Context: an optimization exercise on an open-source flow, tuned for a short achievable clock period and few clock cycles. The choices shown serve that exercise and are no tape-out recipe. No run shown here included a check of the RTL's function; only the layout flow was run. Power figures rest on the tool's default switching activity, not on a simulated workload.

### design/flow/design.v
module pcodec (
  input  wire        clk,
  input  wire        rst,
  input  wire        start,
  input  wire [7:0]  op,
  input  wire [19:0] a_len,
  input  wire [19:0] out_cap,
  output wire        busy,
  output reg         done,
  output reg         fatal,
  output reg  [3:0]  err,
  output reg  [19:0] err_off,
  output reg  [19:0] out_len,
  output wire        in_re,
  output wire [19:0] in_addr,
  input  wire [7:0]  in_rdata,
  output reg         out_we,
  output reg  [19:0] out_addr,
  output reg  [7:0]  out_wdata
);
  localparam [7:0] OP_COMPRESS   = 8'h01;
  localparam [7:0] OP_DECOMPRESS = 8'h02;
  localparam [3:0] E_UNK_TYPE     = 4'd3;
  localparam [3:0] E_UNK_OPCODE   = 4'd4;
  localparam [3:0] E_TRUNC_STREAM = 4'd5;
  localparam [3:0] E_TRUNC_INSTR  = 4'd6;
  localparam [3:0] E_CAPACITY     = 4'd7;
  localparam [3:0] E_BAD_CMD      = 4'd8;
  reg        busy_r;
  reg        m_comp;       
  reg        m_dec;        
  reg [19:0] cap;
  reg        fin_pend;     
  reg        fin_fatal;
  reg [3:0]  fin_err;
  reg [19:0] fin_off;
  reg        rd_stop;      
  assign busy = busy_r;
  wire go = start & ~busy_r;
  reg        in_re_r;
  reg [19:0] rd_addr;
  reg [19:0] rd_left;      
  reg        rd_more;      
  reg        rdv;          
  reg        r_v;          
  reg [7:0]  r_byte;
  reg [4:0]  occ;          
  assign in_re   = in_re_r;
  assign in_addr = rd_addr;
  reg [127:0] fb;          
  reg [15:0]  fe;          
  reg [15:0]  fr;          
  reg [15:0]  vld;         
  reg [7:0]   lastb;
  reg [7:0]   lastd;
  reg [3:0]   streak;      
  wire [7:0] b0 = fb[7:0];
  wire [7:0] b1 = fb[15:8];
  wire all_in = (rd_left == 20'd0) & ~rdv & ~r_v;
  wire pop;                 
  reg        w1_we;
  reg [20:0] w1_addr;
  reg [7:0]  w1_data;
  localparam [1:0] P_ANCH = 2'd0, P_CAND = 2'd1, P_RUN = 2'd2, P_BRK = 2'd3;
  reg [1:0]  pst;
  reg        c_end;        
  reg [20:0] opos;         
  reg        dopen;        
  reg [20:0] hdr_pos;      
  reg [15:0] dlen;
  reg        dfull;        
  reg        hval;         
  reg        hw_on;        
  reg [1:0]  hw_k;
  reg [20:0] cpos;         
  reg [15:0] rcnt;         
  reg        rlim1;        
  reg        rlim2;        
  reg [7:0]  rstart;
  reg [7:0]  rdelta;
  reg [8:0]  kk;           
  localparam [3:0] D_H0 = 4'd0, D_H1 = 4'd1, D_H2 = 4'd2, D_DATA = 4'd3,
                   D_T = 4'd4, D_S = 4'd5, D_CL = 4'd6, D_CH = 4'd7, D_D = 4'd8,
                   D_END = 4'd9, D_ERR = 4'd10;
  reg [3:0]  dst;
  reg [20:0] dleft;        
  reg        dl0;          
  reg        dllt3;        
  reg [19:0] dpos;         
  reg [19:0] hpos;         
  reg        stype;
  reg [7:0]  llo;
  reg [15:0] srem;         
  reg        srem1;        
  reg        srem5;        
  reg        sremlt5;      
  reg [7:0]  i_val;
  reg [7:0]  i_clo;
  reg [7:0]  i_chi;
  reg [3:0]  perr;
  reg [19:0] perr_off;
  reg [7:0]  qv [0:7];
  reg [7:0]  qd [0:7];
  reg [15:0] qc [0:7];
  reg [2:0]  qh, qt;
  reg [3:0]  qn;
  reg        cur_v;
  reg [7:0]  cur_val;
  reg [7:0]  cur_del;
  reg [15:0] cur_cnt;
  reg        cur_last;
  reg [19:0] o;
  reg [19:0] capleft;
  reg        capz;
  wire c_ready = m_comp & ~c_end & ~hw_on & vld[0] & (vld[11] | all_in);
  wire c_code  = vld[11] & fr[11];
  wire r_cont1 = vld[1] & fe[1] & ~rlim1;
  wire r_cont2 = vld[2] & fe[2] & ~rlim1 & ~rlim2;
  wire c_lit   = (pst != P_RUN) & ~((pst == P_ANCH) & c_code);
  wire c_split = c_lit & dopen & dfull;
  wire c_take  = c_ready & ~c_split;
  wire [15:0] rcnt1 = rcnt + 16'd1;
  wire [7:0]  rcnt2 = rcnt[7:0] + 8'd2;
  wire q_room  = ~qn[3];
  wire d_need  = (dst == D_DATA) | (dst == D_D);    
  wire d_pop   = m_dec & vld[0] & (dst <= D_D) & ~(dst == D_H0 & dllt3) &
                 (~d_need | q_room);
  wire [15:0] hl = {b0, llo};
  wire [20:0] dleft1 = dleft - 21'd1;
  wire h_trunc = (dleft1[20:16] == 5'd0) && (hl > dleft1[15:0]);
  wire [15:0] icnt = {i_chi, i_clo};
  wire push_lit = d_pop & (dst == D_DATA);
  wire push_run = d_pop & (dst == D_D) & (icnt != 16'd0);
  wire push_it  = push_lit | push_run;
  assign pop = c_take | d_pop;
  wire e_capfail = cur_v & capz;
  wire e_emit    = cur_v & ~capz;
  wire e_pop     = (~cur_v | cur_last) & (qn != 4'd0);
  wire [7:0] r_d = r_byte - lastb;
  wire       r_e = (r_d == lastd);
  wire       r_f = r_e & (streak >= 4'd9);
  integer i;
  always @(posedge clk) begin
    if (rst) begin
      busy_r   <= 1'b0;
      m_comp   <= 1'b0;
      m_dec    <= 1'b0;
      done     <= 1'b0;
      fatal    <= 1'b0;
      err      <= 4'd0;
      err_off  <= 20'd0;
      out_len  <= 20'd0;
      out_we   <= 1'b0;
      fin_pend <= 1'b0;
      in_re_r  <= 1'b0;
      rdv      <= 1'b0;
      r_v      <= 1'b0;
      w1_we    <= 1'b0;
      vld      <= 16'd0;
      occ      <= 5'd0;
      rd_left  <= 20'd0;
      rd_more  <= 1'b0;
      rd_stop  <= 1'b1;
      hw_on    <= 1'b0;
    end else begin
      out_we    <= w1_we & (w1_addr < {1'b0, cap});
      out_addr  <= w1_addr[19:0];
      out_wdata <= w1_data;
      w1_we     <= 1'b0;
      rdv    <= in_re_r & ~go;
      r_v    <= rdv & ~go;
      r_byte <= in_rdata;
      if (in_re_r) begin
        rd_addr <= rd_addr + 20'd1;
        rd_left <= rd_left - 20'd1;
        rd_more <= (rd_left > 20'd2);
      end
      in_re_r <= ~rd_stop & (in_re_r ? rd_more : (rd_left != 20'd0)) &
                 (({1'b0, occ} + {5'd0, in_re_r}) <= 6'd15);
      occ <= occ + {4'd0, in_re_r} - {4'd0, pop};
      for (i = 0; i < 16; i = i + 1) begin
        if (pop) begin
          if (i < 15 && vld[i+1]) begin
            fb[i*8 +: 8] <= fb[(i+1)*8 +: 8];
            fe[i] <= fe[i+1];
            fr[i] <= fr[i+1];
          end else begin
            fb[i*8 +: 8] <= r_byte;
            fe[i] <= r_e;
            fr[i] <= r_f;
          end
        end else if (!vld[i]) begin
          fb[i*8 +: 8] <= r_byte;
          fe[i] <= r_e;
          fr[i] <= r_f;
        end
      end
      case ({pop, r_v})
        2'b10: vld <= {1'b0, vld[15:1]};
        2'b01: vld <= {vld[14:0], 1'b1};
        default: ;
      endcase
      if (r_v) begin
        lastb  <= r_byte;
        lastd  <= r_d;
        streak <= !r_e ? 4'd0 : (streak >= 4'd10) ? 4'd10 : streak + 4'd1;
      end
      if (fin_pend) begin
        fin_pend <= 1'b0;
        busy_r   <= 1'b0;
        m_comp   <= 1'b0;
        m_dec    <= 1'b0;
        done     <= 1'b1;
        fatal    <= fin_fatal;
        err      <= fin_err;
        err_off  <= fin_off;
        if (m_comp) begin
          if (opos > {1'b0, cap}) begin
            fatal   <= 1'b1;
            err     <= E_CAPACITY;
            err_off <= 20'd0;
            out_len <= 20'd0;
          end else
            out_len <= opos[19:0];
        end else
          out_len <= fin_fatal ? 20'd0 : o;
      end
      if (c_take) begin
        case (pst)
          P_ANCH: begin
            if (c_code) begin
              pst    <= P_RUN;
              rcnt   <= 16'd1;
              rlim1  <= 1'b0;
              rlim2  <= 1'b0;
              kk     <= 9'b000000010;
              rstart <= b0;
              rdelta <= b1 - b0;
              cpos   <= opos;
              opos   <= opos + 21'd8;
              hval   <= dopen;
              dopen  <= 1'b0;
              if (dopen) begin
                w1_we   <= 1'b1;
                w1_addr <= hdr_pos;
                w1_data <= 8'h00;
              end
            end else
              pst <= P_CAND;
          end
          P_CAND: pst <= (vld[1] & fe[1]) ? P_CAND : P_ANCH;
          P_BRK:  pst <= P_ANCH;
          default: begin   
            rcnt  <= rcnt1;
            rlim1 <= (rcnt == 16'd65533);
            rlim2 <= (rcnt == 16'd65532);
            kk    <= {kk[7:0], 1'b0};
            if (!r_cont1) pst <= vld[1] ? P_BRK : P_ANCH;
            if (kk[1] && hval) begin
              w1_we <= 1'b1; w1_addr <= hdr_pos + 21'd1; w1_data <= dlen[7:0];
            end
            if (kk[2] && hval) begin
              w1_we <= 1'b1; w1_addr <= hdr_pos + 21'd2; w1_data <= dlen[15:8];
            end
            if (kk[3]) begin
              w1_we <= 1'b1; w1_addr <= cpos; w1_data <= 8'h01;
            end
            if (kk[4]) begin
              w1_we <= 1'b1; w1_addr <= cpos + 21'd1; w1_data <= 8'h05;
            end
            if (kk[5]) begin
              w1_we <= 1'b1; w1_addr <= cpos + 21'd2; w1_data <= 8'h00;
            end
            if (kk[6]) begin
              w1_we <= 1'b1; w1_addr <= cpos + 21'd3; w1_data <= 8'h00;
            end
            if (kk[7]) begin
              w1_we <= 1'b1; w1_addr <= cpos + 21'd4; w1_data <= rstart;
            end
            if (kk[8]) begin
              w1_we <= 1'b1; w1_addr <= cpos + 21'd7; w1_data <= rdelta;
            end
            if (r_cont1 && !r_cont2) begin
              w1_we <= 1'b1; w1_addr <= cpos + 21'd5; w1_data <= rcnt2;
            end
            if (!r_cont1) begin
              w1_we <= 1'b1; w1_addr <= cpos + 21'd6; w1_data <= rcnt1[15:8];
            end
          end
        endcase
        if (c_lit) begin
          w1_we   <= 1'b1;
          w1_data <= b0;
          if (!dopen) begin
            w1_addr <= opos + 21'd3;
            hdr_pos <= opos;
            dopen   <= 1'b1;
            dlen    <= 16'd1;
            dfull   <= 1'b0;
            opos    <= opos + 21'd4;
          end else begin
            w1_addr <= opos;
            dlen    <= dlen + 16'd1;
            dfull   <= (dlen == 16'd65534);
            opos    <= opos + 21'd1;
          end
        end
      end
      if (m_comp && !c_end && !hw_on && dopen &&
          ((c_ready && c_split) || (!vld[0] && all_in))) begin
        hw_on <= 1'b1;
        hw_k  <= 2'd0;
      end
      if (m_comp && hw_on) begin
        w1_we   <= 1'b1;
        w1_addr <= hdr_pos + {19'd0, hw_k};
        w1_data <= (hw_k == 2'd0) ? 8'h00 : (hw_k == 2'd1) ? dlen[7:0] : dlen[15:8];
        hw_k    <= hw_k + 2'd1;
        if (hw_k == 2'd2) begin
          hw_on <= 1'b0;
          dopen <= 1'b0;
        end
      end
      if (m_comp && !c_end && !hw_on && !dopen && !vld[0] && all_in) begin
        c_end     <= 1'b1;
        fin_pend  <= 1'b1;
        fin_fatal <= 1'b0;
        fin_err   <= 4'd0;
        fin_off   <= 20'd0;
        rd_stop   <= 1'b1;
      end
      if (m_dec && dst == D_H0 && (dllt3 || dl0)) begin
        if (dl0)
          dst <= D_END;
        else begin
          dst <= D_ERR; perr <= E_TRUNC_STREAM; perr_off <= dpos;
          rd_stop <= 1'b1;
        end
      end
      if (d_pop) begin
        dpos  <= dpos + 20'd1;
        dleft <= dleft1;
        dl0   <= (dleft == 21'd1);
        dllt3 <= (dleft < 21'd4);
        case (dst)
          D_H0: begin
            hpos  <= dpos;
            stype <= b0[0];
            if (b0 > 8'd1) begin
              dst <= D_ERR; perr <= E_UNK_TYPE; perr_off <= dpos;
              rd_stop <= 1'b1;
            end else
              dst <= D_H1;
          end
          D_H1: begin
            llo <= b0;
            dst <= D_H2;
          end
          D_H2: begin
            srem    <= hl;
            srem1   <= (hl == 16'd1);
            srem5   <= (hl == 16'd5);
            sremlt5 <= (hl < 16'd5);
            if (h_trunc) begin
              dst <= D_ERR; perr <= E_TRUNC_STREAM; perr_off <= hpos;
              rd_stop <= 1'b1;
            end else if (hl == 16'd0)
              dst <= D_H0;
            else
              dst <= stype ? D_T : D_DATA;
          end
          D_DATA: begin
            srem    <= srem - 16'd1;
            srem1   <= (srem == 16'd2);
            srem5   <= (srem == 16'd6);
            sremlt5 <= (srem < 16'd6);
            if (srem1) dst <= D_H0;
          end
          D_T: begin
            if (b0 != 8'd0) begin
              dst <= D_ERR; perr <= E_UNK_OPCODE; perr_off <= dpos;
              rd_stop <= 1'b1;
            end else if (sremlt5) begin
              dst <= D_ERR; perr <= E_TRUNC_INSTR; perr_off <= dpos;
              rd_stop <= 1'b1;
            end else
              dst <= D_S;
          end
          D_S:  begin i_val <= b0; dst <= D_CL; end
          D_CL: begin i_clo <= b0; dst <= D_CH; end
          D_CH: begin i_chi <= b0; dst <= D_D;  end
          default: begin  
            srem    <= srem - 16'd5;
            srem1   <= (srem == 16'd6);
            srem5   <= (srem == 16'd10);
            sremlt5 <= (srem < 16'd10);
            dst     <= srem5 ? D_H0 : D_T;
          end
        endcase
      end
      if (push_it) begin
        qv[qt] <= push_lit ? b0 : i_val;
        qd[qt] <= push_lit ? 8'd0 : b0;
        qc[qt] <= push_lit ? 16'd1 : icnt;
        qt     <= qt + 3'd1;
      end
      if (e_pop) qh <= qh + 3'd1;
      qn <= qn + {3'd0, push_it} - {3'd0, e_pop};
      if (m_dec && !fin_pend) begin
        if (e_emit) begin
          w1_we    <= 1'b1;
          w1_addr  <= {1'b0, o};
          w1_data  <= cur_val;
          o        <= o + 20'd1;
          capleft  <= capleft - 20'd1;
          capz     <= (capleft == 20'd1);
          cur_val  <= cur_val + cur_del;
          cur_cnt  <= cur_cnt - 16'd1;
          cur_last <= (cur_cnt == 16'd2);
        end
        if (!cur_v || cur_last) begin
          cur_v <= e_pop;
          if (e_pop) begin
            cur_val  <= qv[qh];
            cur_del  <= qd[qh];
            cur_cnt  <= qc[qh];
            cur_last <= (qc[qh] == 16'd1);
          end
        end
        if (e_capfail) begin
          fin_pend  <= 1'b1;
          fin_fatal <= 1'b1;
          fin_err   <= E_CAPACITY;
          fin_off   <= 20'd0;
          rd_stop   <= 1'b1;
        end else if (!cur_v && qn == 4'd0 && (dst == D_END || dst == D_ERR)) begin
          fin_pend  <= 1'b1;
          fin_fatal <= (dst == D_ERR);
          fin_err   <= (dst == D_ERR) ? perr : 4'd0;
          fin_off   <= (dst == D_ERR) ? perr_off : 20'd0;
          rd_stop   <= 1'b1;
        end
      end
      if (go) begin
        done     <= 1'b0;
        fatal    <= 1'b0;
        err      <= 4'd0;
        err_off  <= 20'd0;
        out_len  <= 20'd0;
        cap      <= out_cap;
        rd_addr  <= 20'd0;
        rd_left  <= a_len;
        rd_more  <= (a_len > 20'd1);
        in_re_r  <= 1'b0;
        rd_stop  <= 1'b1;
        occ      <= 5'd0;
        vld      <= 16'd0;
        streak   <= 4'd0;
        c_end    <= 1'b0;
        pst      <= P_ANCH;
        opos     <= 21'd0;
        dopen    <= 1'b0;
        dlen     <= 16'd0;
        dfull    <= 1'b0;
        hw_on    <= 1'b0;
        hdr_pos  <= 21'd0;
        dst      <= D_H0;
        dleft    <= {1'b0, a_len};
        dl0      <= (a_len == 20'd0);
        dllt3    <= (a_len < 20'd3);
        dpos     <= 20'd0;
        perr     <= 4'd0;
        perr_off <= 20'd0;
        qh       <= 3'd0;
        qt       <= 3'd0;
        qn       <= 4'd0;
        cur_v    <= 1'b0;
        o        <= 20'd0;
        capleft  <= out_cap;
        capz     <= (out_cap == 20'd0);
        if (op == OP_COMPRESS) begin
          busy_r  <= 1'b1;
          m_comp  <= 1'b1;
          rd_stop <= 1'b0;
          in_re_r <= (a_len != 20'd0);
          if (a_len == 20'd0) begin
            dopen <= 1'b1;
            opos  <= 21'd3;
          end
        end else if (op == OP_DECOMPRESS) begin
          busy_r  <= 1'b1;
          m_dec   <= 1'b1;
          rd_stop <= 1'b0;
          in_re_r <= (a_len != 20'd0);
        end else begin
          done  <= 1'b1;
          fatal <= 1'b1;
          err   <= E_BAD_CMD;
        end
      end
    end
  end
endmodule
### design/flow/constraint.sdc
create_clock -name core_clock -period 10.0 [get_ports {clk}]
set_input_delay 2.0000 -clock core_clock [delete_from_list [all_inputs] [get_ports {clk}]]
set_output_delay 2.0000 -clock core_clock [all_outputs]
set_load 0.01 [all_outputs]
### design/flow/run.sh
#!/bin/bash
# synth_recipe.tcl (not shown) runs the flow's synth.tcl, then flattens the netlist and writes it again
# the make line also repeats each setting of config.mk as NAME=value (left out here)
make -C /OpenROAD-flow-scripts/flow DESIGN_CONFIG=/design/flow/config.mk WORK_HOME=/design/flow/orfs CLKGATE_MAP_FILE= SYNTH_SCRIPT=/design/flow/synth_recipe.tcl finish
### design/flow/config.mk
export PLATFORM = sky130hd
export DESIGN_NAME = pcodec
export DESIGN_NICKNAME = pcodec
export VERILOG_FILES = /design/flow/design.v
export SDC_FILE = /design/flow/constraint.sdc
export NUM_CORES = 4
export LEC_CHECK = 0
export ABC_CLOCK_PERIOD_IN_PS = 3000
export CAP_MARGIN = 20
export CORE_MARGIN = 2
export CORE_UTILIZATION = 40
export SETUP_SLACK_MARGIN = 5
export SLEW_MARGIN = 20
==> impl_results.md, run 1 <==
- Synthesized area per cell: 11.06 um^2
- Ports: 156
- Fin. max-slew vios: 0
- Final Worst Setup Slack: about 5.7 ns
- XOR/XNOR Fraction of Synth Area: 0.05209
- Slowest CP cell: edfxtp_1
- Clock latency (worst-skew pair): between 0.7 and 0.8 ns
- Hold Path Origin: err_off[9]$_SDFFE_PP0P_
- Pre-CTS setup slack: about 5 ns
- Fmax: 230.7 MHz
- Post-synthesis adder-cell area fraction: 0.03547
- DRT iter0 DRCs: roughly 4.5k
- Cell repeated most along the worst path: a21oi_1
- Total CTS buffers: ~100
- Nets: between 5k and 6k
- Cells on worst reg2reg path: 9
- Core Box Area: between 100000 and 150000 um^2
- Worst EP required: 10.39 ns
- Cell area after synthesis: between 50000 and 60000 um^2
- Die span in y: between 300 and 400 um
- Largest net degree at the start of global routing: about 150
- Final worst-path cycle share: 0.4334
- Max-cap viol count: 0
- Antenna violations before repair: 3
- Asr flop ratio synth: 0
- Unique masters post-synth: slightly below 100
- Synth Area in Compound Gates: 0.1393
- Number of synthesized flops with an enable pin: 911
- Drt wl/cell: roughly 24 um
- Worst Path Buf+Inv: 1
- Clk sinks: just over 1k
- First-pass GRT wire length: 242100 um
- Lkg Pwr: 0.02040 uW
- CP Launch Point: cpos[1]$_DFFE_PP_
- Syn Nets: between 5k and 6k
- Combinational family with the most area after synthesis: simple AND/OR/NAND/NOR gates
- Syn. warnings: 5
- Buffers on Ports: 155
- Max-slew headroom: 0.2562
- Post-synthesis sequential area ratio: 0.5461
- Crit-path max FO: 13
- Simple-gate share of the synthesized area: 0.1462
- Final setup viols: 0
- Crit path arrival time: approximately 4.7 ns
- Ant diodes: 0
- CTS clk-pin slew, worst paths: roughly 0.060 ns
- Postcts setup bufs: 0
- Via Count: 40.21k
- Grt total ovfl: 0
- Bufs on Longest Clock Path: 3
- Endpoints failing hold: 0
- CTS tree: done
- Die ar.: 137500 um^2
- Vias in the first global route: ~38k
- Detail Route Antenna Nets: 0
- Hold path depth: 1
- Routed WL: between 150000 and 200000 um
- Worst Hold Class: register to register
- Clock root buffer: clkbuf_16
- Clock skew: around 0.029 ns
- Status: no timing/DRC/antenna violations
- Worst VDD drop: around 0.15 mV
- Area growth syn-to-layout: 12.41%
- Yosys reg bits: 1013
- Starting density of the core: 0.4034
- WP depth: 9
- Design area: 60510 um^2
- Placed Area: about 57000 um^2
- Post-synthesis instance total: approximately 5k
- Tmin final: between 4 and 5 ns
- 1st-pass router iterations: 5
- Row count: around 130
- Worst path max stage delay: around 0.86 ns
- RR Startpoint: cpos[1]$_DFFE_PP_
- Detailed placement HPWL: roughly 110000 um
- Worst Setup Path Type: register to register
- Worst-path cell chain: inv_1 -> ha_1 -> a21oi_1 -> or3_1 -> o311a_1 -> o31ai_1 -> o211ai_1 -> a21oi_1 -> a2111oi_0
- Final Wtd Congestion: between 0.9 and 1
- Setup_tns: 0 ns
- Worst path top cell family by delay: compound AO/OA/AOI/OAI gates
- Global Route Usage Sum: 0.2284
- Mux cell area share after synthesis: 0.04656
- Post-CTS sizing: 0
- Die Wd: between 300 and 400 um
- H-tree levels: 3
- Post-cts hold buffer count: 0
- Main synth FF type: edfxtp_1
- Worst slew pin tran: roughly 1.1 ns
- Layout cells sized above 1: 0.08940
- PwrDens: around 160 nW/um^2
- CP Capture Type: register
- Avg Vias per Cell: 5.950
- Unrepaired setup endpoints after global routing: no
- # DRC: 0
- Worst setup SP type: register
[worst register-to-register path, delay by kind of cell (launching register included)]
family / cells / cell delay (ns)
compound gates: 6 / 2.09
buf+inv: 1 / 0.45
fa+ha+maj: 1 / 0.33
flops: 1 / 0.86
simple gates: 1 / 0.29
[cell type report]
type	instances	area (um^2)
fill	12284	72950
sequential	1013	29400
multi-input combinational	3408	22800
clock buffer	129	2786
timing repair buffer	243	2233
tap	1768	2212
clock inverter	65	569.3
inverter	131	510.5
[state kept, by name (all words and copies together), names as in the netlist, 21 cells and up, named ones only]
signal   count
dleft       21
qv          64
w1_addr     21
qc         128
hdr_pos     21
qd          64
cpos        21
fb         128
opos        21
[synthesized netlist by cell type, types with 11 or more instances]
library cell,instances,area (um^2)
mux2_2,25,281.5
o221ai_1,33,289.0
edfxtp_1,911,27360
or4_1,15,112.6
o22ai_1,143,894.6
inv_1,126,473.0
and3_1,40,250.2
a22oi_1,31,232.7
o211ai_1,31,232.7
mux2i_1,76,760.7
nor2_1,624,2342
nand2b_1,32,200.2
mux4_2,64,1441
a32oi_1,28,245.2
and4_1,14,122.6
a211oi_1,46,345.3
clkbuf_1,234,878.3
or3_1,47,294.0
a21oi_1,262,1311
a311oi_1,17,148.9
nor2b_1,35,219.0
a21o_1,23,172.7
xor2_1,134,1174
o21ai_0,245,1226
buf_2,39,195.2
nand2_1,326,1224
nand3_1,104,520.5
nor3_1,91,455.4
and2_1,61,381.6
buf_1,24,90.09
a22o_1,45,394.1
nor4_1,71,444.2
dfxtp_1,102,2042
xnor2_1,181,1585
nand4_1,62,387.9
a31oi_1,70,437.9
or2_2,16,100.1
o31ai_1,16,120.1
ha_1,143,1789
nand3b_1,11,82.58
a221oi_1,33,289.0
o21a_1,23,172.7
nand2_2,16,100.1
[where the power goes]
group	leakage [uW]	internal, uW	switching (uW)
combinational	0.00938	284	403
clock	0.00165	2170	1700
sequential	0.00938	4750	150
total	0.0204	7200	2250
[stage by stage]
step	hold slack [ns]	power [uW]	std cells	utilization
2_1_floorplan	0.4206	5385	4867	-
3_3_place_gp	0.4611	5654	6562	0.4280
3_5_place_dp	0.4590	5669	6562	0.4281
4_1_cts	0.4784	9510	6756	0.4532
5_1_grt	0.4892	9750	6757	0.4534
6_report	0.4766	9450	6757	0.4534
[kinds of logic after synthesis]
family | count (synthesis)
buf+inv | 446
flops | 1013
simple gates | 1620
fa+ha+maj | 149
xor+xnor | 317
mux | 167
compound gates | 1155
[layout by cell type, fill, tap and decap left out, types with 32 or more instances in the layout]
master	count
a211oi_1	45
buf_4	86
inv_1	124
nand4_1	62
o21ai_0	242
a31oi_1	70
mux4_2	64
nor4_1	66
o221ai_1	33
ha_1	143
clkdlybuf4s50_1	154
a22o_1	45
nand2_1	326
nand3_1	104
nor3_1	89
edfxtp_1	911
nand2b_1	32
o22ai_1	143
and2_1	61
clkbuf_16	104
a221oi_1	33
dfxtp_1	99
nor2_1	615
a21oi_1	260
xnor2_1	181
mux2i_1	76
and3_1	40
xor2_1	134
or3_1	47
[final timing paths]
kind	slack [ns]	endpoint
setup / recovery	5.67	w1_addr[9]$_DFFE_PN_
hold / removal	0.48	err_off[9]$_SDFFE_PP0P_
setup reg to reg	5.67	w1_addr[9]$_DFFE_PN_
hold reg to reg	0.48	err_off[9]$_SDFFE_PP0P_
[metal layers]
| layer | up-vias | track usage | share of wire |
|---|---|---|---|
| li1 | 18413 | - | - |
| met1 | 19822 | 0.3304 | 0.45 |
| met2 | 1709 | 0.3501 | 0.44 |
| met3 | 261 | 0.03908 | 0.083 |
| met4 | 2 | 0.06875 | 0.027 |
| met5 | - | 0 | 0.000075 |
==> run 2, diff against run 1 <==
==> design/flow/config.mk (replaced) <==
export PLATFORM = sky130hd
export DESIGN_NAME = pcodec
export DESIGN_NICKNAME = pcodec
export VERILOG_FILES = /design/flow/design.v
export SDC_FILE = /design/flow/constraint.sdc
export NUM_CORES = 4
export LEC_CHECK = 0
export CAP_MARGIN = 20
export CORE_MARGIN = 2
export CORE_UTILIZATION = 40
export SLEW_MARGIN = 20
==> run 2 against run 1 <==
Effect of this change:
- critical endpoint is now hdr_pos[8]$_SDFFCE_PP0P_
- critical path depth up 1
- utilization down 0.12 points
- largest power group unchanged
- total power down 1.0%
- hold slack worse by 0.0027 ns
- die area unchanged
- design area down 0.26%
==> impl_results.md, run 2 <==
- Hold path depth: 1 (unchanged)
- Commonest non-fill, non-tap cell in the layout: edfxtp_1 (unchanged)
- DRT iter0 DRCs: 4537 (was 4472)
- CP Capture Type: register (unchanged)
- Final Worst Setup Slack: 5.294 ns (was 5.666 ns)
- Area fraction of the dominant cell type after synthesis: 0.5082 (unchanged)
- H-tree levels: 3 (unchanged)
- Unrepaired setup endpoints after global routing: no (unchanged)
- Postcts setup bufs: 0 (unchanged)
- Final worst-path cycle share: 0.4706 (was 0.4334)
- Final setup viols: 0 (unchanged)
- Core Box Area: 133500 um^2 (unchanged)
- Clock root buffer: clkbuf_16 (unchanged)
- Crit-path max FO: 28 (was 13)
- Dominant cell type by area after synthesis: edfxtp_1 (unchanged)
- Grt total ovfl: 0 (unchanged)
- Nets: 5109 (unchanged)
- Lkg Pwr: 0.02033 uW (was 0.02040 uW)
- Total CTS buffers: 106 (was 104)
- Antenna violations before repair: 2 (was 3)
- Cell area after synthesis: 53830 um^2 (unchanged)
- Crit path arrival time: 5.03 ns (was 4.73 ns)
- Worst EP required: 10.32 ns (was 10.39 ns)
- M3 GR Usage: 0.04135 (was 0.03908)
- First-pass GRT wire length: 242900 um (was 242100 um)
- Routing usage on met1: 0.3356 (was 0.3304)
- Pre-CTS setup slack: 4.636 ns (was 5.017 ns)
- Design area: 60360 um^2 (was 60510 um^2)
- Post-CTS sizing: 0 (unchanged)
- Placed Area: 57070 um^2 (was 57130 um^2)
- # DRC: 0 (unchanged)
- Most frequent cells in the layout: edfxtp_1 (911), nor2_1 (616), nand2_1 (325), a21oi_1 (260), o21ai_0 (242) (was edfxtp_1 (911), nor2_1 (615), nand2_1 (326), a21oi_1 (260), o21ai_0 (242))
- Final Wtd Congestion: 0.9653 (was 0.9657)
- CTS clk-pin slew, worst paths: 0.06 ns (about the same)
- Asr flop ratio synth: 0 (unchanged)
- Final Util: 0.4522 (was 0.4534)
- Tmin final: 4.706 ns (was 4.334 ns)
- Fmax: 212.5 MHz (was 230.7 MHz)
- Clock latency (worst-skew pair): 0.71 ns (was 0.72 ns)
- Bufs on Longest Clock Path: 3 (unchanged)
- Yosys reg bits: 1013 (unchanged)
- Ports: 156 (unchanged)
- Avg Vias per Cell: 5.956 (was 5.950)
- Area growth syn-to-layout: 12.12% (was 12.41%)
- PwrDens: 155.0 nW/um^2 (was 156.2 nW/um^2)
- Row count: 134 (unchanged)
- Die span in y: 370.9 um (unchanged)
- Setup_tns: 0 ns (unchanged)
- CTS tree: done (unchanged)
- Detail Route Antenna Nets: 0 (unchanged)
- # fillers: 12.30k (was 12.28k)
- Starting density of the core: 0.4034 (unchanged)
- Met2 Use GR: 0.3466 (was 0.3501)
- Worst Hold Class: register to register (unchanged)
- Main synth FF type: edfxtp_1 (unchanged)
- Max-cap viol count: 0 (unchanged)
- Clock skew: 0.02278 ns (was 0.02908 ns)
- Fin. max-slew vios: 0 (unchanged)
- Via Count: 40.24k (was 40.21k)
- Top flop regs: fb (128), qc (128) (unchanged)
- Vias in the first global route: 38.07k (was 38.04k)
- Largest net degree at the start of global routing: 92 (was 148)
- Max-slew headroom: 0.2330 (was 0.2562)
- Cells on worst reg2reg path: 10 (was 9)
- Worst setup SP type: register (unchanged)
- GRT Max-Usage Layer: met2 (unchanged)
- Detailed placement HPWL: 109600 um (was 110200 um)
- Status: no timing/DRC/antenna violations (unchanged)
- Global Route Usage Sum: 0.2298 (was 0.2284)
- Number of synthesized flops with an enable pin: 911 (unchanged)
- Die Wd: 370.9 um (unchanged)
- Drt wl/cell: 23.82 um (was 23.68 um)
- Post-synthesis instance total: 4867 (unchanged)
- Post-cts hold buffer count: 0 (unchanged)
- Syn Nets: 5075 (unchanged)
- Endpoints failing hold: 0 (unchanged)
- 1st-pass router iterations: 10 (was 5)
- Layout cells sized above 1: 0.08743 (was 0.08940)
- Worst VDD drop: 0.1286 mV (was 0.1543 mV)
- Worst slew pin tran: 1.150 ns (was 1.106 ns)
- Synth area leaders: edfxtp_1 (51%), nor2_1 (4.4%), dfxtp_1 (3.8%) (unchanged)
- Top-count cell post-synth: edfxtp_1 (unchanged)
- Routed WL: 160900 um (was 160000 um)
- Clk sinks: 1013 (unchanged)
- Post-synthesis sequential area ratio: 0.5461 (unchanged)
- Worst Setup Path Type: register to register (unchanged)
- Buffers on Ports: 155 (unchanged)
- Synth cell count leaders: edfxtp_1 (911), nor2_1 (624), nand2_1 (326), a21oi_1 (262), o21ai_0 (245) (unchanged)
- Synthesized area per cell: 11.06 um^2 (unchanged)
- Unique masters post-synth: 98 (unchanged)
- Die ar.: 137500 um^2 (unchanged)
- Syn. warnings: 5 (unchanged)
## run 2: cell families after synthesis
family / count (synthesis) / share of synthesized area
buf+inv: 446 / 0.03426
mux: 167 / 0.04656
simple gates: 1620 / 0.1462
flops: 1013 / 0.5461
xor+xnor: 317 / 0.05209
compound gates: 1155 / 0.1393
fa+ha+maj: 149 / 0.03547
## run 2: power by group
part | total (uW) | switching, uW | leakage (uW) | internal, uW
Clock | 3780 | 1680 | 0.00159 | 2100
Combinational | 668 | 388 | 0.00936 | 280
Sequential | 4910 | 156 | 0.00938 | 4750
## run 2: final cells by class
cell class | instances | area (um^2) | share of cell area
antenna | 1 | 2.502 | 0.00004146
clock buffer | 141 | 2877 | 0.04766
clock inverter | 53 | 387.9 | 0.006426
inverter | 131 | 514.2 | 0.008520
multi-input combinational | 3408 | 22770 | 0.3772
sequential | 1013 | 29400 | 0.4872
tap | 1768 | 2212 | 0.03665
timing repair buffer | 241 | 2192 | 0.03632
## run 2: critical path, stage by stage, from the launching register on
cell and delay [ns]:
dfxtp_1 0.30, buf_4 0.32, nor4bb_1 0.75, and2_1 0.23
a32o_2 0.42, and2_1 0.18, buf_4 0.42, a21oi_1 0.33
nor2_1 0.16, buf_4 0.30, and2_1 0.85
## run 2: layer usage
metal,vias up,routed length (um)
met5,-,0
met4,0,4377
met3,281,13790
met2,1713,71200
met1,19851,71560
li1,18395,-
## run 2: through the flow
stage | total power [uW] | std cells | hold WS [ns]
finish | 9354 | 6756 | 0.4740
global route | 9654 | 6755 | 0.4971
CTS | 9413 | 6755 | 0.4788
detailed placement | 5659 | 6561 | 0.4627
global placement | 5644 | 6560 | 0.4583
floorplan | 5387 | 4867 | 0.4206
## run 2: worst paths after layout
kind                                 start  slack, ns                       end
setup reg to reg         m_comp$_SDFF_PP0_       5.29  hdr_pos[8]$_SDFFCE_PP0P_
hold reg to reg   err_off[15]$_SDFFE_PP0P_       0.47  err_off[15]$_SDFFE_PP0P_
hold / removal    err_off[15]$_SDFFE_PP0P_       0.47  err_off[15]$_SDFFE_PP0P_
setup / recovery         m_comp$_SDFF_PP0_       5.29  hdr_pos[8]$_SDFFCE_PP0P_
==> run 3, diff against run 2 <==
==> design/flow/flow/run.sh (new file) <==
#!/bin/bash
set -euo pipefail
bash standard.sh SETUP_SLACK_MARGIN=7 finish > standard.log 2>&1
==> design/flow/standard.sh (new file) <==
#!/bin/bash
# synth_recipe.tcl (not shown) runs the flow's synth.tcl, then flattens the netlist and writes it again
# the make line also repeats each setting of config.mk as NAME=value (left out here)
make -C /OpenROAD-flow-scripts/flow DESIGN_CONFIG=/design/flow/config.mk WORK_HOME=/design/flow/orfs CLKGATE_MAP_FILE= SYNTH_SCRIPT=/design/flow/synth_recipe.tcl "${@:-finish}"
--- a/design/flow/config.mk
+++ b/design/flow/config.mk
@@ -5,7 +5,9 @@
 export SDC_FILE = /design/flow/constraint.sdc
 export NUM_CORES = 4
 export LEC_CHECK = 0
+export ABC_CLOCK_PERIOD_IN_PS = 3000
 export CAP_MARGIN = 20
 export CORE_MARGIN = 2
 export CORE_UTILIZATION = 40
+export SETUP_SLACK_MARGIN = 5
 export SLEW_MARGIN = 20
removed: design/flow/run.sh
==> run 3 against run 2 <==
Effect of this change:
- still clean on timing, DRC and antenna
- register-to-register slack gained 1.3 ns
- clock-buffer cell count shrank 13
- sequential share of layout area shrank 4.3 points
- first-iteration DRC count grew 14%
- synthesized cell count is the same
- setup slack gained 1.3 ns
- area after synthesis is the same
==> impl_results.md, run 3 <==
- Status: no timing/DRC/antenna violations (unchanged)
- Clock latency (worst-skew pair): 0.73 ns (was 0.71 ns)
- Worst-path cell chain: nor4_4 -> nand2_1 -> nor2_1 -> xnor2_1 -> ha_1 -> nand4_1 -> nor2_1 -> a31oi_1 -> nand3_1 -> a31oi_4 -> buf_6 -> a21oi_4 -> o21ai_4 -> buf_6 -> buf_16 -> o221ai_2 (was buf_4 -> nor4bb_1 -> and2_1 -> a32o_2 -> and2_1 -> buf_4 -> a21oi_1 -> nor2_1 -> buf_4 -> and2_1)
- Asr flop ratio synth: 0 (unchanged)
- Detailed placement HPWL: 109400 um (was 109600 um)
- Slowest CP cell: edfxtp_1 (was and2_1)
- Total CTS buffers: 105 (was 106)
- Buffers on Ports: 155 (unchanged)
- Clk sinks: 1013 (unchanged)
- Top flop regs: fb (128), qc (128) (unchanged)
- Core Box Area: 133500 um^2 (unchanged)
- CP Capture Type: register (unchanged)
- Via Count: 42.77k (was 40.24k)
- Starting density of the core: 0.4034 (unchanged)
- Antenna violations before repair: 2 (unchanged)
- Layout cells sized above 1: 0.2352 (was 0.08743)
- Drt wl/cell: 24.73 um (was 23.82 um)
- CTS clk-pin slew, worst paths: 0.06 ns (about the same)
- Grt total ovfl: 0 (unchanged)
- Crit path arrival time: 3.90 ns (was 5.03 ns)
- Ports: 156 (unchanged)
- PwrDens: 148.0 nW/um^2 (was 155.0 nW/um^2)
- Final worst-path cycle share: 0.3454 (was 0.4706)
- Routed WL: 176000 um (was 160900 um)
- Worst path max stage delay: 0.51 ns (was 0.85 ns)
- Global Route Usage Sum: 0.2434 (was 0.2298)
- Die span in y: 370.9 um (unchanged)
- Vias in the first global route: 40.05k (was 38.07k)
- Worst slew pin tran: 1.142 ns (was 1.150 ns)
- Final Worst Setup Slack: 6.546 ns (was 5.294 ns)
- Tmin final: 3.454 ns (was 4.706 ns)
- Clock skew: 0.03849 ns (was 0.02278 ns)
- Unique masters post-synth: 98 (unchanged)
- Synth cell count leaders: edfxtp_1 (911), nor2_1 (624), nand2_1 (326), a21oi_1 (262), o21ai_0 (245) (unchanged)
- Worst path top cell family by delay: simple AND/OR/NAND/NOR gates (unchanged)
- Pre-CTS setup slack: 4.595 ns (was 4.636 ns)
- Die Wd: 370.9 um (unchanged)
- H-tree levels: 3 (unchanged)
- First-pass GRT wire length: 256500 um (was 242900 um)
- Number of synthesized flops with an enable pin: 911 (unchanged)
- Avg Vias per Cell: 6.012 (was 5.956)
- Dominant cell type by area after synthesis: edfxtp_1 (unchanged)
- Post-cts hold buffer count: 0 (unchanged)
- Die ar.: 137500 um^2 (unchanged)
- Final setup viols: 0 (unchanged)
- Syn Nets: 5075 (unchanged)
- Main synth FF type: edfxtp_1 (unchanged)
- Max-cap viol count: 0 (unchanged)
- Nets: 5463 (was 5109)
- CTS tree: done (unchanged)
- # fillers: 11.88k (was 12.30k)
- Worst Hold Class: register to register (unchanged)
- 1st-pass router iterations: 8 (was 10)
- Worst EP required: 10.45 ns (was 10.32 ns)
- Largest net degree at the start of global routing: 74 (was 92)
- Worst VDD drop: 0.1332 mV (was 0.1286 mV)
- Crit-path max FO: 5 (was 28)
- Fmax: 289.5 MHz (was 212.5 MHz)
- Post-synthesis sequential area ratio: 0.5461 (unchanged)
- Synthesized area per cell: 11.06 um^2 (unchanged)
- Bufs on Longest Clock Path: 3 (unchanged)
- Most frequent cells in the layout: edfxtp_1 (911), nor2_1 (583), buf_4 (330), nand2_1 (303), a21oi_1 (240) (was edfxtp_1 (911), nor2_1 (616), nand2_1 (325), a21oi_1 (260), o21ai_0 (242))
- DRT iter0 DRCs: 5160 (was 4537)
- Clock root buffer: clkbuf_16 (unchanged)
- # DRC: 0 (unchanged)
- Worst Path Buf+Inv: 3 (unchanged)
- Cell area after synthesis: 53830 um^2 (unchanged)
- Row count: 134 (unchanged)
- Worst Setup Path Type: register to register (unchanged)
- Synth area leaders: edfxtp_1 (51%), nor2_1 (4.4%), dfxtp_1 (3.8%) (unchanged)
- Detail Route Antenna Nets: 0 (unchanged)
- Unrepaired setup endpoints after global routing: yes (was no)
- Top-count cell post-synth: edfxtp_1 (unchanged)
- Setup_tns: 0 ns (unchanged)
- Worst setup SP type: register (unchanged)
- Area fraction of the dominant cell type after synthesis: 0.5082 (unchanged)
- Final Wtd Congestion: 0.9653 (unchanged)
- Fin. max-slew vios: 0 (unchanged)
- Yosys reg bits: 1013 (unchanged)
- Post-synthesis instance total: 4867 (unchanged)
- Commonest non-fill, non-tap cell in the layout: edfxtp_1 (unchanged)
- Lkg Pwr: 0.02325 uW (was 0.02033 uW)
- Area growth syn-to-layout: 23.50% (was 12.12%)
- Max-slew headroom: 0.2278 (was 0.2330)
- Syn. warnings: 5 (unchanged)
- Endpoints failing hold: 0 (unchanged)
-- run 3: layout make-up --
type / instances / area [um^2] / share of cell area
repair buffers: 576 / 5502 / 0.08275
flip-flops and latches: 1013 / 29510 / 0.4439
multi-input cells: 3421 / 25020 / 0.3764
repair inverters: 7 / 66.31 / 0.0009975
inverters: 131 / 563.0 / 0.008469
well taps: 1768 / 2212 / 0.03327
diodes: 3 / 7.507 / 0.0001129
clock inverters: 68 / 770.7 / 0.01159
clock buffers: 128 / 2826 / 0.04252
-- run 3: metal layers --
| metal | part of all wire | vias to the layer above | GRT usage |
|---|---|---|---|
| li1 | - | 19155 | - |
| met2 | 0.45 | 2157 | 0.3747 |
| met1 | 0.42 | 21132 | 0.3481 |
| met3 | 0.094 | 327 | 0.04513 |
| met4 | 0.029 | 2 | 0.07404 |
| met5 | 0.000068 | - | 0 |
-- run 3: per-stage QoR --
stage / hold slack (ns) / power [uW] / instances / util / area (um^2)
after detailed placement: 0.4634 / 5671 / 6552 / 0.4301 / 57400
after floorplan: 0.4206 / 5404 / 4867 / - / 54530
after global routing: 0.4920 / 10130 / 7112 / 0.4981 / 66470
after CTS: 0.4759 / 9837 / 6999 / 0.4824 / 64380
final: 0.4766 / 9838 / 7115 / 0.4981 / 66480
after global placement: 0.4604 / 5656 / 6552 / 0.4300 / 57390
-- run 3: what timing repair did --
item | CTS | global route
endpoints found under the setup margin | 1613 | 796
pin swaps | 86 | 93
gates cloned | 25 | 10
hold endpoints to repair | 0 | 0
buffers inserted | 226 | 103
gates resized for setup | 831 | 254
-- run 3: report_power, final --
part / leakage [uW] / switching, uW / internal, uW / total [uW]
Combinational: 0.0121 / 477 / 355 / 833
Clock: 0.00177 / 1720 / 2400 / 4120
Sequential: 0.00941 / 139 / 4740 / 4880
Total: 0.0232 / 2340 / 7500 / 9840
-- run 3: worst reg2reg max path, cell delays in order (launching register included) --
cell and delay (ns):
edfxtp_1 0.51, nor4_4 0.41, nand2_1 0.18, nor2_1 0.14, xnor2_1 0.18, ha_1 0.31, nand4_1 0.10, nor2_1 0.05
a31oi_1 0.17, nand3_1 0.15, a31oi_4 0.23, buf_6 0.13, a21oi_4 0.08, o21ai_4 0.20, buf_6 0.14, buf_16 0.12
o221ai_2 0.08
-- run 3: final timing paths --
kind	start	to	slack [ns]	cells after the start
setup reg to reg	dleft[12]$_DFFE_PP_	perr_off[15]$_SDFFCE_PP0N_	6.55	16
hold / removal	err_off[9]$_SDFFE_PP0P_	err_off[9]$_SDFFE_PP0P_	0.48	1
hold reg to reg	err_off[9]$_SDFFE_PP0P_	err_off[9]$_SDFFE_PP0P_	0.48	1
setup / recovery	dleft[12]$_DFFE_PP_	perr_off[15]$_SDFFCE_PP0N_	6.55	16
-- run 3: kinds of logic after synthesis --
kind of cell             Yosys count  share of synthesized area
multiplexers                     167                    0.04656
flip-flops                      1013                     0.5461
AND/OR/NAND/NOR                 1620                     0.1462
buffers and inverters            446                    0.03426
adder cells (fa/ha/maj)          149                    0.03547
AO/OA/AOI/OAI                   1155                     0.1393
XOR/XNOR                         317                    0.05209

separate check: timing with driven ports:
No port has a modelled driver above. Below, the same layouts with a new extraction and two added sets of constraints.
Step 1: set_driving_cell puts a clkbuf_16 on clk and a buf_2 on each other input, an assumption about the parent block.
Step 2 adds t to the input delays and takes it off the output delays; t is the mean of the earliest and latest rising clock arrival at the registers after step 1. Input paths then give back, and output paths get back, about the clock's delay inside the block.
Three values: no drivers, after step 1, after step 2; two values: the first two.
| run | shift t [ns] | slack for setup (ns) | worst register clock-pin slew, ns | cell pins on the clock port's net |
|---|---|---|---|---|
| run 1 | 0.784 | 5.666 / 5.666 / 5.104 | 0.07 / 0.07 | 1 |
| run 2 | 0.776 | 5.294 / 5.294 / 4.599 | 0.07 / 0.07 | 1 |
| run 3 | 0.790 | 6.546 / 6.546 / 6.178 | 0.07 / 0.07 | 1 |
After both steps every run listed still meets setup and hold. For run 2, which loses most, drivers alone change the setup slack by 0.000 ns; drivers and shift together by -0.695 ns.
